Source: an optimization exercise on an open RTL-to-GDS flow (aim: small area, a short achievable clock period and few clock cycles per item). Production flows keep margins and buffers that such runs may drop. At most, simulation tests tie the RTL to the original design; equivalence was not proved. Power is estimated from default activity; no workload was simulated.

== run 1 ==
## s16_decoder
module s16_decoder (
    input  wire        clk,
    input  wire        rst,         
    input  wire        in_valid,
    output wire        in_ready,
    input  wire [31:0] in_word,
    input  wire        in_first,    
    input  wire [15:0] in_len,      
    output reg         out_valid,
    input  wire        out_ready,
    output wire [27:0] out_value,
    output wire        out_last
);
Size in the first run: about 530 cells after synthesis, about 61 flip-flops.
clock: 8.0 ns
lec_check: 0
cap_margin: 20
core_margin: 2
core_utilization: 70
slew_margin: 20
standard.sh (not shown) runs the stock make flow with config.mk's settings and CLKGATE_MAP_FILE= SYNTH_SCRIPT=/design/flow/synth_recipe.tcl, a recipe that flattens the netlist after the stock synthesis.
==> flow/flow/run.sh <==
#!/bin/bash
set -euo pipefail
bash standard.sh \
  "BUFFER_PORTS_ARGS=-buffer_cell sky130_fd_sc_hd__buf_1" \
  "SETUP_SLACK_MARGIN=${MARGIN:-4.6}" \
  "CTS_ARGS=-sink_clustering_enable -repair_clock_nets -buf_list sky130_fd_sc_hd__clkbuf_8 -sink_clustering_size 30 -dont_use_dummy_load" \
  finish > standard.log 2>&1
Run 1 went all the way through the flow, and no timing, DRC or antenna check failed.
Testbench counts of run 1, summed over its fixed seeds: cycles 33,211, items 33,203.
Inputs modified between run 1 and run 2:
- CORE_UTILIZATION changed from 70 to 80
==> flow/flow/run.sh <==
#!/bin/bash
set -euo pipefail
bash standard.sh \
  "BUFFER_PORTS_ARGS=-buffer_cell sky130_fd_sc_hd__buf_1" \
  "SETUP_SLACK_MARGIN=4.6" \
  "CTS_ARGS=-sink_clustering_enable -repair_clock_nets -buf_list sky130_fd_sc_hd__clkbuf_8 -sink_clustering_size 64 -sink_clustering_max_diameter 300 -dont_use_dummy_load" \
  finish > standard.log 2>&1
--- outcome ---
Taking run 1 as the reference, in run 2 cell area shows no meaningful change, utilization rose by 12 points, final sequential cell count neither gained nor lost much.
[inputs] run 3 vs run 2
- an added ABC_AREA of 1
- a change of CORE_UTILIZATION from 80 to 70
==> flow/flow/run.sh <==
#!/bin/bash
set -euo pipefail
bash standard.sh \
  "BUFFER_PORTS_ARGS=-buffer_cell sky130_fd_sc_hd__buf_1" \
  "SETUP_SLACK_MARGIN=4.6" \
  "CTS_ARGS=-sink_clustering_enable -repair_clock_nets -buf_list sky130_fd_sc_hd__clkbuf_8 -sink_clustering_size 30 -dont_use_dummy_load" \
  finish > standard.log 2>&1
Findings:
Changes observed in run 3 relative to run 2: first-iteration DRC count down 37%; number of nets at the end of the flow up 34%.
Summary — global-route usage over all layers, run 3 relative to run 2: lower, by 4.4 points.
[compare] base=run 2 new=run 3: sequential power share has decreased, utilization decreased 9.8 points, cell area increased 3.7%, number of standard cells in the layout, taps in and fillers out rose about 37%, synthesized cell area increased by about 3% relative to the old numbers.
[inputs] run 4 vs run 3
- ABC_AREA removed (was 1)
==> run summary <==
Comparing the two runs side by side, run 4 comes out ahead of run 3 on power.
From run 3 to run 4 the numbers moved as follows: final critical-path required period up 0.037 ns, met3 layer usage reported by global route lost 3.5 points, synthesis-to-layout area growth fell by 1.1 points, clock-pin slew on the worst setup and hold paths saw little to no change.
Relative to run 3, the final cell area reported for run 4 is lower.
Summary of run 4 over run 3: minimum setup slack in the final design has decreased, final setup TNS has remained practically unchanged.
Relative to run 3, wire length on met2 decreased by 8.4% in run 4.
Run 4 vs run 3, number of cells on the critical path went down by 1.
Taking run 3 as the reference point, the routed length on met1 of run 4 falls by about 9%.

* * *

Another version of the RTL of s16_decoder (not shown whole).
For scale: about 620 cells after synthesis, about 84 I/O pins.
==> flow/config.mk <==
export PLATFORM = sky130hd
export DESIGN_NAME = s16_decoder
export DESIGN_NICKNAME = s16_decoder
export VERILOG_FILES = /design/flow/design.v
export SDC_FILE = /design/flow/constraint.sdc
export NUM_CORES = 4
export LEC_CHECK = 0
export CAP_MARGIN = 20
export CORE_MARGIN = 2
export CORE_UTILIZATION = 40
export SETUP_SLACK_MARGIN = 4.4
export SLEW_MARGIN = 20
==> flow/constraint.sdc <==
create_clock -name core_clock -period 8.0 [get_ports {clk}]
set_input_delay 1.6000 -clock core_clock [delete_from_list [all_inputs] [get_ports {clk}]]
set_output_delay 1.6000 -clock core_clock [all_outputs]
set_load 0.01 [all_outputs]
==> flow/flow/run.sh <==
#!/bin/bash
# The standard layout (standard.sh: the standard flow's own synthesis and ORFS flow),
# with the port buffers made from the smallest buffer cell instead of the
# cell buffer_ports picks by itself; timing repair resizes them as needed.
set -euo pipefail
bash standard.sh "BUFFER_PORTS_ARGS=-buffer_cell sky130_fd_sc_hd__buf_1" finish > standard.log 2>&1
The starting point passed the timing, DRC and antenna checks.
Rerun with:
==> flow/run.sh (new file) <==
#!/bin/bash
# synth_recipe.tcl (not shown) runs the flow's synth.tcl, then flattens the netlist and writes it again
# the make line also repeats each setting of config.mk as NAME=value (left out here)
make -C /OpenROAD-flow-scripts/flow DESIGN_CONFIG=/design/flow/config.mk WORK_HOME=/design/flow/orfs CLKGATE_MAP_FILE= SYNTH_SCRIPT=/design/flow/synth_recipe.tcl finish
removed: flow/flow/run.sh
removed: flow/standard.sh
The changed run finished clean.
Worst hold slack improves by 84 ps.
Total power is higher by a few percent.
Clock-buffer cell count does not change.
Synthesized cell count does not change.
Utilization rose by 7.0 points.
Final area grows by about a fifth.
Combinational power grows by about a fifth.
Global-route usage grows by 1.1 points.
No functional check of the RTL was part of any run of this note.

* * *

== run A ==
The RTL this note starts from:
==> flow/design.v <==
module s16_decoder (
    input  wire        clk,
    input  wire        rst,         
    input  wire        in_valid,
    output wire        in_ready,
    input  wire [31:0] in_word,
    input  wire        in_first,    
    input  wire [15:0] in_len,      
    output reg         out_valid,
    input  wire        out_ready,
    output reg  [27:0] out_value,
    output reg         out_last
);
    function automatic [4:0] width_from_end(input [3:0] s, input [4:0] l);
        begin
            case (s)
                0:  width_from_end = 1;
                1:  width_from_end = (l < 14) ? 1 : 2;
                2:  width_from_end = (l < 7) ? 1 : (l < 14) ? 2 : 1;
                3:  width_from_end = (l < 7) ? 2 : 1;
                4:  width_from_end = 2;
                5:  width_from_end = (l < 8) ? 3 : 4;
                6:  width_from_end = (l < 3) ? 3 : (l < 7) ? 4 : 3;
                7:  width_from_end = 4;
                8:  width_from_end = (l < 2) ? 4 : 5;
                9:  width_from_end = (l < 4) ? 5 : 4;
                10: width_from_end = (l < 2) ? 5 : 6;
                11: width_from_end = (l < 3) ? 6 : 5;
                12: width_from_end = 7;
                13: width_from_end = (l < 2) ? 9 : 10;
                14: width_from_end = 14;
                default: width_from_end = 28;
            endcase
        end
    endfunction
    function automatic [4:0] first_width(input [3:0] s);
        begin
            case (s)
                0, 2, 3: first_width = 1;
                1, 4:    first_width = 2;
                6:       first_width = 3;
                5, 7, 9: first_width = 4;
                8, 11:   first_width = 5;
                10:      first_width = 6;
                12:      first_width = 7;
                13:      first_width = 10;
                14:      first_width = 14;
                default: first_width = 28;
            endcase
        end
    endfunction
    function automatic [4:0] slots_less_one(input [3:0] s);
        begin
            case (s)
                0:  slots_less_one = 27;
                1, 2, 3: slots_less_one = 20;
                4:  slots_less_one = 13;
                5:  slots_less_one = 8;
                6:  slots_less_one = 7;
                7:  slots_less_one = 6;
                8, 9: slots_less_one = 5;
                10, 11: slots_less_one = 4;
                12: slots_less_one = 3;
                13: slots_less_one = 2;
                14: slots_less_one = 1;
                default: slots_less_one = 0;
            endcase
        end
    endfunction
    function automatic [4:0] slots_less_two(input [3:0] s);
        begin
            case (s)
                0:  slots_less_two = 26;
                1, 2, 3: slots_less_two = 19;
                4:  slots_less_two = 12;
                5:  slots_less_two = 7;
                6:  slots_less_two = 6;
                7:  slots_less_two = 5;
                8, 9: slots_less_two = 4;
                10, 11: slots_less_two = 3;
                12: slots_less_two = 2;
                13: slots_less_two = 1;
                default: slots_less_two = 0;
            endcase
        end
    endfunction
    reg        busy;      
    reg [27:0] data;      
    reg [3:0]  wp;        
    reg [3:0]  sel;       
    reg [4:0]  left;      
    reg [15:0] rc;        
    reg        fresh;
    wire [3:0] in_sel = in_word[31:28];
    wire [4:0] wb = width_from_end(sel, left);    
    wire [4:0] wa = first_width(in_sel);
    wire out_free = !out_valid || out_ready;
    assign in_ready = !busy;
    wire accept = in_valid && !busy;
    wire go     = out_free && (busy || in_valid);
    wire load   = accept && in_first;
    wire [27:0] sh1 = wp[0] ? {data[27],    data[27:1]} : data;
    wire [27:0] sh2 = wp[1] ? {sh1[27:26],  sh1[27:2]}  : sh1;
    wire [27:0] sh4 = wp[2] ? {sh2[27:24],  sh2[27:4]}  : sh2;
    wire [27:0] t   = wp[3] ? {sh4[27:18],  sh4[25:8]}  : sh4;
    wire [27:0] src = busy ? t : in_word[27:0];
    wire [3:0]  s   = in_sel;
    wire [27:0] ma;
    assign ma[0]     = 1'b1;
    assign ma[1]     = s[3] | s[2] | (!s[1] & s[0]);
    assign ma[2]     = s[3] | (s[2] & (s[1] | s[0]));
    assign ma[3]     = s[3] | (s[2] & s[0]);
    assign ma[4]     = s[3] & (s[2] | s[1] | !s[0]);
    assign ma[5]     = s[3] & (s[2] | (s[1] & !s[0]));
    assign ma[6]     = s[3] & s[2];
    assign ma[9:7]   = {3{s[3] & s[2] & (s[1] | s[0])}};
    assign ma[13:10] = {4{s[3] & s[2] & s[1]}};
    assign ma[27:14] = {14{&s}};
    wire [27:0] mb  = ~(28'hfffffff << wb);
    wire [27:0] v   = ({28{busy}} & mb & t) | ({28{!busy}} & ma & in_word[27:0]);
    wire rc_one   = fresh ? (rc == 16'd1) : (rc == 16'd2);
    wire list_end = load ? (in_len == 16'd1) : rc_one;
    wire word_end = list_end || (busy ? (left == 5'd0) : (in_sel == 4'd15));
    always @(posedge clk) begin
        if (rst) begin
            busy      <= 1'b0;
            out_valid <= 1'b0;
        end else begin
            if (out_ready)
                out_valid <= 1'b0;
            if (go) begin
                out_valid <= 1'b1;
                busy      <= !word_end;
            end else if (accept) begin
                busy      <= 1'b1;
            end
        end
        if (out_free) begin
            out_value <= v;
            out_last  <= list_end;
        end
        if (!busy || out_free)
            data <= src;
        if (!busy) begin
            sel  <= in_sel;
            wp   <= out_free ? wa[3:0] : 4'd0;
            left <= out_free ? slots_less_two(in_sel) : slots_less_one(in_sel);
        end else if (out_free) begin
            wp   <= wb[3:0];
            left <= left - 5'd1;
        end
        if (load)
            rc <= in_len;
        else if (go && !fresh)
            rc <= rc - 16'd1;
        if (go)
            fresh <= 1'b0;
        else if (load)
            fresh <= 1'b1;
    end
endmodule
clock: 8.0 ns
lec_check: 0
cap_margin: 20
core_margin: 2
core_utilization: 72
slew_margin: 20
==> flow/flow/run.sh <==
#!/bin/bash
set -euo pipefail
bash standard.sh \
  "BUFFER_PORTS_ARGS=-buffer_cell sky130_fd_sc_hd__buf_1" \
  "SETUP_SLACK_MARGIN=5.45" \
  "CTS_ARGS=-sink_clustering_enable -repair_clock_nets -buf_list sky130_fd_sc_hd__clkbuf_8 -sink_clustering_size 30 -dont_use_dummy_load" \
  finish > standard.log 2>&1
Run A: no failed stages, no open violations at the end
Testbench counts of run A, summed over its fixed seeds: cycles 33,211, items 33,203.
--- input diff run A..run B ---
Settings: CORE_UTILIZATION changed from 72 to 65.
==> flow/flow/run.sh <==
#!/bin/bash
set -euo pipefail
bash standard.sh \
  "BUFFER_PORTS_ARGS=-buffer_cell sky130_fd_sc_hd__buf_1" \
  "SETUP_SLACK_MARGIN=5.45" \
  "CTS_ARGS=-sink_clustering_enable -repair_clock_nets -buf_list {sky130_fd_sc_hd__clkbuf_4 sky130_fd_sc_hd__clkbuf_8} -sink_clustering_size 16 -dont_use_dummy_load" \
  finish > standard.log 2>&1
Findings:
Taking run A as the reference, in run B power went down by about 0.75%, total length of routed met2 wires fell 500 µm. Post-synthesis cell area: run A vs run B — no meaningful difference. Maximum frequency: run B vs run A up about 2.3%. Run B: final cell count about 1.2% above run A.
#### Input delta (run C over run B)
==> flow/flow/run.sh <==
#!/bin/bash
set -euo pipefail
bash standard.sh \
  "BUFFER_PORTS_ARGS=-buffer_cell sky130_fd_sc_hd__buf_1" \
  "SETUP_SLACK_MARGIN=5.55" \
  "CTS_ARGS=-sink_clustering_enable -repair_clock_nets -buf_list sky130_fd_sc_hd__clkbuf_8 -sink_clustering_size 30 -dont_use_dummy_load" \
  finish > standard.log 2>&1
==> run summary <==
Synthesis-to-layout area growth ends up lower on run B. Run C reports a higher post-route total power than run B does. When run C is set beside run B, its setup slack turns out to be 0.097 ns smaller. Run C: wire length after detailed routing 810 µm above run B.
### run C -> run D
==> flow/flow/run.sh <==
#!/bin/bash
set -euo pipefail
bash standard.sh \
  "BUFFER_PORTS_ARGS=-buffer_cell sky130_fd_sc_hd__buf_1" \
  "SETUP_SLACK_MARGIN=5.45" \
  "CTS_ARGS=-sink_clustering_enable -repair_clock_nets -buf_list sky130_fd_sc_hd__clkbuf_8 -sink_clustering_size 30 -dont_use_dummy_load" \
  finish > standard.log 2>&1
==> run summary <==
- The area of combinational cells with multiple inputs in run D sits 45 µm² below the value recorded for run C.
- Going from run C to run D, clock group total power ~0 delta, critical path data arrival time now sits lower, final weighted congestion in routability-driven placement higher.
For run E, these inputs were changed with respect to run D:
==> flow/flow/run.sh <==
#!/bin/bash
set -euo pipefail
bash standard.sh \
  "BUFFER_PORTS_ARGS=-buffer_cell sky130_fd_sc_hd__buf_1" \
  "SETUP_SLACK_MARGIN=5.35" \
  "CTS_ARGS=-sink_clustering_enable -repair_clock_nets -buf_list sky130_fd_sc_hd__clkbuf_8 -sink_clustering_size 30 -dont_use_dummy_load" \
  finish > standard.log 2>&1
Changes observed in run E relative to run D: data required time at the worst endpoint ~0 delta, met1 track demand over resource in global routing up 0.33 points, delay of the slowest cell on the worst path ~0 delta.
Across run E and run D, the outcome is the same: a clean finish for every run.
Comparing run E and run D, the lower post-route minimum period is on run D.
Total power essentially unchanged between run D and run E.
Run E -> run D: synthesized cell count delta 0, exact match

==> what the ideal ports hide <==
In the flow no input, the clock included, has a driving cell. The finished layouts below were timed again as built, in two steps.
Step 1 assumes that a clkbuf_16 drives the clock port and a buf_2 every other input.
Step 2 moves the port delays by t, midway between the first and last clock arrival at a register: inputs arrive t later, outputs are due t later. That takes back most of the time a late clock gives input paths.
Three values: ideal ports, drivers, drivers and shift; two values: the first two.
run	t, ns	slack for setup (ns)	worst data-port slew with drivers (ns)
run 1	0.359	4.392 / 4.356 / 4.356	0.05
run 2	0.376	4.362 / 4.322 / 4.294	0.07
run 3	0.373	4.430 / 4.407 / 4.264	0.05
run 4	0.359	4.392 / 4.356 / 4.356	0.05
the first run of note 2	0.373	4.325 / 4.287 / 4.194	0.04
the second run of note 2	0.368	4.367 / 4.329 / 4.230	0.04
run A	0.378	5.352 / 5.356 / 4.979	0.07
run B	0.390	5.411 / 5.414 / 5.024	0.06
run C	0.375	5.314 / 5.316 / 4.941	0.06
run D	0.390	5.411 / 5.414 / 5.024	0.06
run E	0.388	5.355 / 5.365 / 4.978	0.05
After both steps every run listed still meets setup and hold.
